Context: an optimization exercise on an open-source flow, tuned for small area. The choices shown serve that exercise and are no tape-out recipe. Function was checked by simulation only, so behaviour that the tests miss may differ from the original. Power figures rest on the tool's default switching activity, not on a simulated workload.

Design fcb_core, start of the top module:
module fcb_core (
    input  wire        clk,
    input  wire        rst,
    input  wire        op_valid,
    output wire        op_ready,
    input  wire [7:0]  op_code,
    input  wire [23:0] op_arg,
    output reg         res_valid,
    output reg  [7:0]  res_code,
    output reg  [63:0] res_data,
    input  wire        rx_valid,
    output wire        rx_ready,
    input  wire [7:0]  rx_data,
    input  wire        rx_err
);
==> flow/config.mk <==
export PLATFORM = sky130hd
export DESIGN_NAME = fcb_core
export DESIGN_NICKNAME = fcb_core
export VERILOG_FILES = /design/flow/design.v
export SDC_FILE = /design/flow/constraint.sdc
export NUM_CORES = 4
export LEC_CHECK = 0
export ABC_AREA = 1
export CAP_MARGIN = 20
export CORE_MARGIN = 2
export CORE_UTILIZATION = 65
export SLEW_MARGIN = 20
==> flow/constraint.sdc <==
create_clock -name core_clock -period 10.0 [get_ports {clk}]
set_input_delay 2.0000 -clock core_clock [delete_from_list [all_inputs] [get_ports {clk}]]
set_output_delay 2.0000 -clock core_clock [all_outputs]
set_load 0.01 [all_outputs]
standard.sh (not shown) runs the stock make flow with config.mk's settings and CLKGATE_MAP_FILE= SYNTH_SCRIPT=/design/flow/synth_recipe.tcl, a recipe that flattens the netlist after the stock synthesis.
==> flow/flow/run.sh <==
#!/bin/bash
# The standard layout (standard.sh) with three changes:
# - synthesis maps logic with a stronger ABC area script (three rounds of
#   choice computation, area-oriented mapping and don't-care resynthesis);
#   registers are mapped before ABC runs, so they are the standard ones;
# - port buffers use the smallest buffer cell;
# - clock tree synthesis inserts no dummy loads.
set -euo pipefail
work=$(pwd)
rm -rf "$work/scripts"
cp -r "$FLOW_HOME/scripts" "$work/scripts"
cp "$work/flow/abc_area.script" "$work/scripts/abc_area.script"
export SCRIPTS_DIR="$work/scripts"
export BUFFER_PORTS_ARGS="-buffer_cell sky130_fd_sc_hd__buf_1"
export CTS_ARGS="-sink_clustering_enable -repair_clock_nets -dont_use_dummy_load -buf_list sky130_fd_sc_hd__clkbuf_16 -sink_clustering_size 30 -sink_clustering_max_diameter 80"
bash standard.sh > "$work/orfs_make.log" 2>&1
==> flow/flow/abc_area.script <==
strash
dch
map -a
mfs2
strash
dch
map -a
mfs2
strash
dch
map -a
topo
Edit:
--- a/flow/design.v
+++ b/flow/design.v
@@ -140,22 +140,22 @@
             end
             default: ;
         endcase
     end
     assign op_ready = idle & (~op_valid | go);
     wire acc = op_valid & op_ready;
-    function [31:0] crc_2b;
+    function [31:0] crc_nib;
         input [31:0] r;
-        input [1:0]  b;
+        input [3:0]  b;
         integer i;
         reg [31:0] v;
         begin
             v = r ^ {30'd0, b};
             for (i = 0; i < 2; i = i + 1)
                 v = v[0] ? ((v >> 1) ^ CRC_POLY) : (v >> 1);
-            crc_2b = v;
+            crc_nib = v;
         end
     endfunction
     wire cupd = op_valid & idle & (oc == 8'h21);
     reg [2:0] de_n;
     reg       fin;
     always @(*) begin
@@ -222,13 +222,13 @@
             dack      <= 1'b0;
             dec       <= 1'b0;
             res_valid <= 1'b0;
         end else begin
             res_valid <= acc & (oc != 8'h40);
             if (acc && oc == 8'h20) crc <= 32'hFFFFFFFF;
-            if (cupd) crc <= crc_2b(crc, op_arg[2*ch +: 2]);
+            if (cupd) crc <= crc_nib(crc, op_arg[2*ch +: 2]);
             if (dec) begin
                 if (rx_fire) begin
                     cnt <= fin ? {1'b0, K_DEC} : cnt + 6'd1;
                     de <= de_n;
                     if (!h0d) begin
                         dack <= ~rx_err & (rx_data == ACK);
Result:
- The changed run finished with timing, DRC and antenna clean
- global-route usage does not change
- die area does not change
- via count stays the same
- routed wire length does not change
- clock-buffer cell count is unchanged
- synthesized cell count is unchanged
- worst setup slack does not change
- flip-flop and latch count is unchanged
- total power does not change

--- another note on this design; it stands on its own ---

Design fcb_core, start of the top module:
module fcb_core (
    input  wire        clk,
    input  wire        rst,
    input  wire        op_valid,
    output wire        op_ready,
    input  wire [7:0]  op_code,
    input  wire [23:0] op_arg,
    output reg         res_valid,
    output reg  [7:0]  res_code,
    output reg  [63:0] res_data,
    input  wire        rx_valid,
    output wire        rx_ready,
    input  wire [7:0]  rx_data,
    input  wire        rx_err
);
Size in the first run: about 1600 cells after synthesis, roughly 550 flip-flops, roughly 120 I/O pins.
export LEC_CHECK = 0
export ABC_AREA = 1
export CAP_MARGIN = 5
export CORE_MARGIN = 2
export CORE_UTILIZATION = 65
export SLEW_MARGIN = 5
create_clock -name core_clock -period 10.0 [get_ports {clk}]
standard.sh (not shown) runs the stock make flow with config.mk's settings and CLKGATE_MAP_FILE= SYNTH_SCRIPT=/design/flow/synth_recipe.tcl, a recipe that flattens the netlist after the stock synthesis.
==> flow/flow/run.sh <==
#!/bin/bash
# The standard layout (standard.sh) with three changes:
# - synthesis maps logic with a stronger ABC area script (three rounds of
#   choice computation, area-oriented mapping and don't-care resynthesis);
#   registers are mapped before ABC runs, so they are the standard ones;
# - port buffers use the smallest buffer cell;
# - clock tree synthesis inserts no dummy loads.
set -euo pipefail
work=$(pwd)
rm -rf "$work/scripts"
cp -r "$FLOW_HOME/scripts" "$work/scripts"
cp "$work/flow/abc_area.script" "$work/scripts/abc_area.script"
export SCRIPTS_DIR="$work/scripts"
export BUFFER_PORTS_ARGS="-buffer_cell sky130_fd_sc_hd__buf_1"
export CTS_ARGS="-sink_clustering_enable -repair_clock_nets -dont_use_dummy_load -buf_list sky130_fd_sc_hd__clkbuf_16 -sink_clustering_size 30 -sink_clustering_max_diameter 80"
bash standard.sh > "$work/orfs_make.log" 2>&1
==> flow/flow/abc_area.script <==
strash
dch
map -a
mfs2
strash
dch
map -a
mfs2
strash
dch
map -a
topo
Next try:
--- a/flow/flow/run.sh
+++ b/flow/flow/run.sh
@@ -15 +15 @@
-export CTS_ARGS="-sink_clustering_enable -repair_clock_nets -dont_use_dummy_load -buf_list sky130_fd_sc_hd__clkbuf_16 -sink_clustering_size 30 -sink_clustering_max_diameter 80"
+export CTS_ARGS="-sink_clustering_enable -repair_clock_nets -dont_use_dummy_load -buf_list sky130_fd_sc_hd__clkbuf_16 -sink_clustering_size 36 -sink_clustering_max_diameter 50"
--- a/flow/config.mk
+++ b/flow/config.mk
@@ -9 +9 @@
-export CAP_MARGIN = 5
+export CAP_MARGIN = 20
@@ -12 +12 @@
-export SLEW_MARGIN = 5
+export SLEW_MARGIN = 20
Result: The changed run completed without violations. Non-clock buffer count decreases by 1. Power rises by a few percent. Via count goes up slightly. Flip-flop and latch count is unchanged. Final area came out higher slightly.

-- re-timing with driven ports --
The flow's constraints put no driver on any port. The routed layouts listed below were extracted and timed again, unchanged, in two steps.
Step 1 (the two cells are an assumption about what drives the block):
set clk [get_ports {clk}]
set_driving_cell -lib_cell sky130_fd_sc_hd__clkbuf_16 $clk
set_driving_cell -lib_cell sky130_fd_sc_hd__buf_2 [delete_from_list [all_inputs] $clk]
Step 2 moves the port delays by t, midway between the first and last clock arrival at a register: inputs arrive t later, outputs are due t later. That takes back most of the time a late clock gives input paths.
Three values: ideal ports, drivers, drivers and shift; two values: the first two.
run	t, ns	setup slack, ns	latest minus earliest clock arrival (ns)	cell pins on the clock port's net
the first run of note 1	0.579	2.834 / 2.810 / 2.810	0.069 / 0.068	1
the second run of note 1	0.579	2.834 / 2.810 / 2.810	0.069 / 0.068	1
the first run of note 2	0.578	2.812 / 2.789 / 2.789	0.066 / 0.066	1
the second run of note 2	0.623	2.838 / 2.815 / 2.815	0.096 / 0.097	1
After both steps every run listed still meets setup and hold.
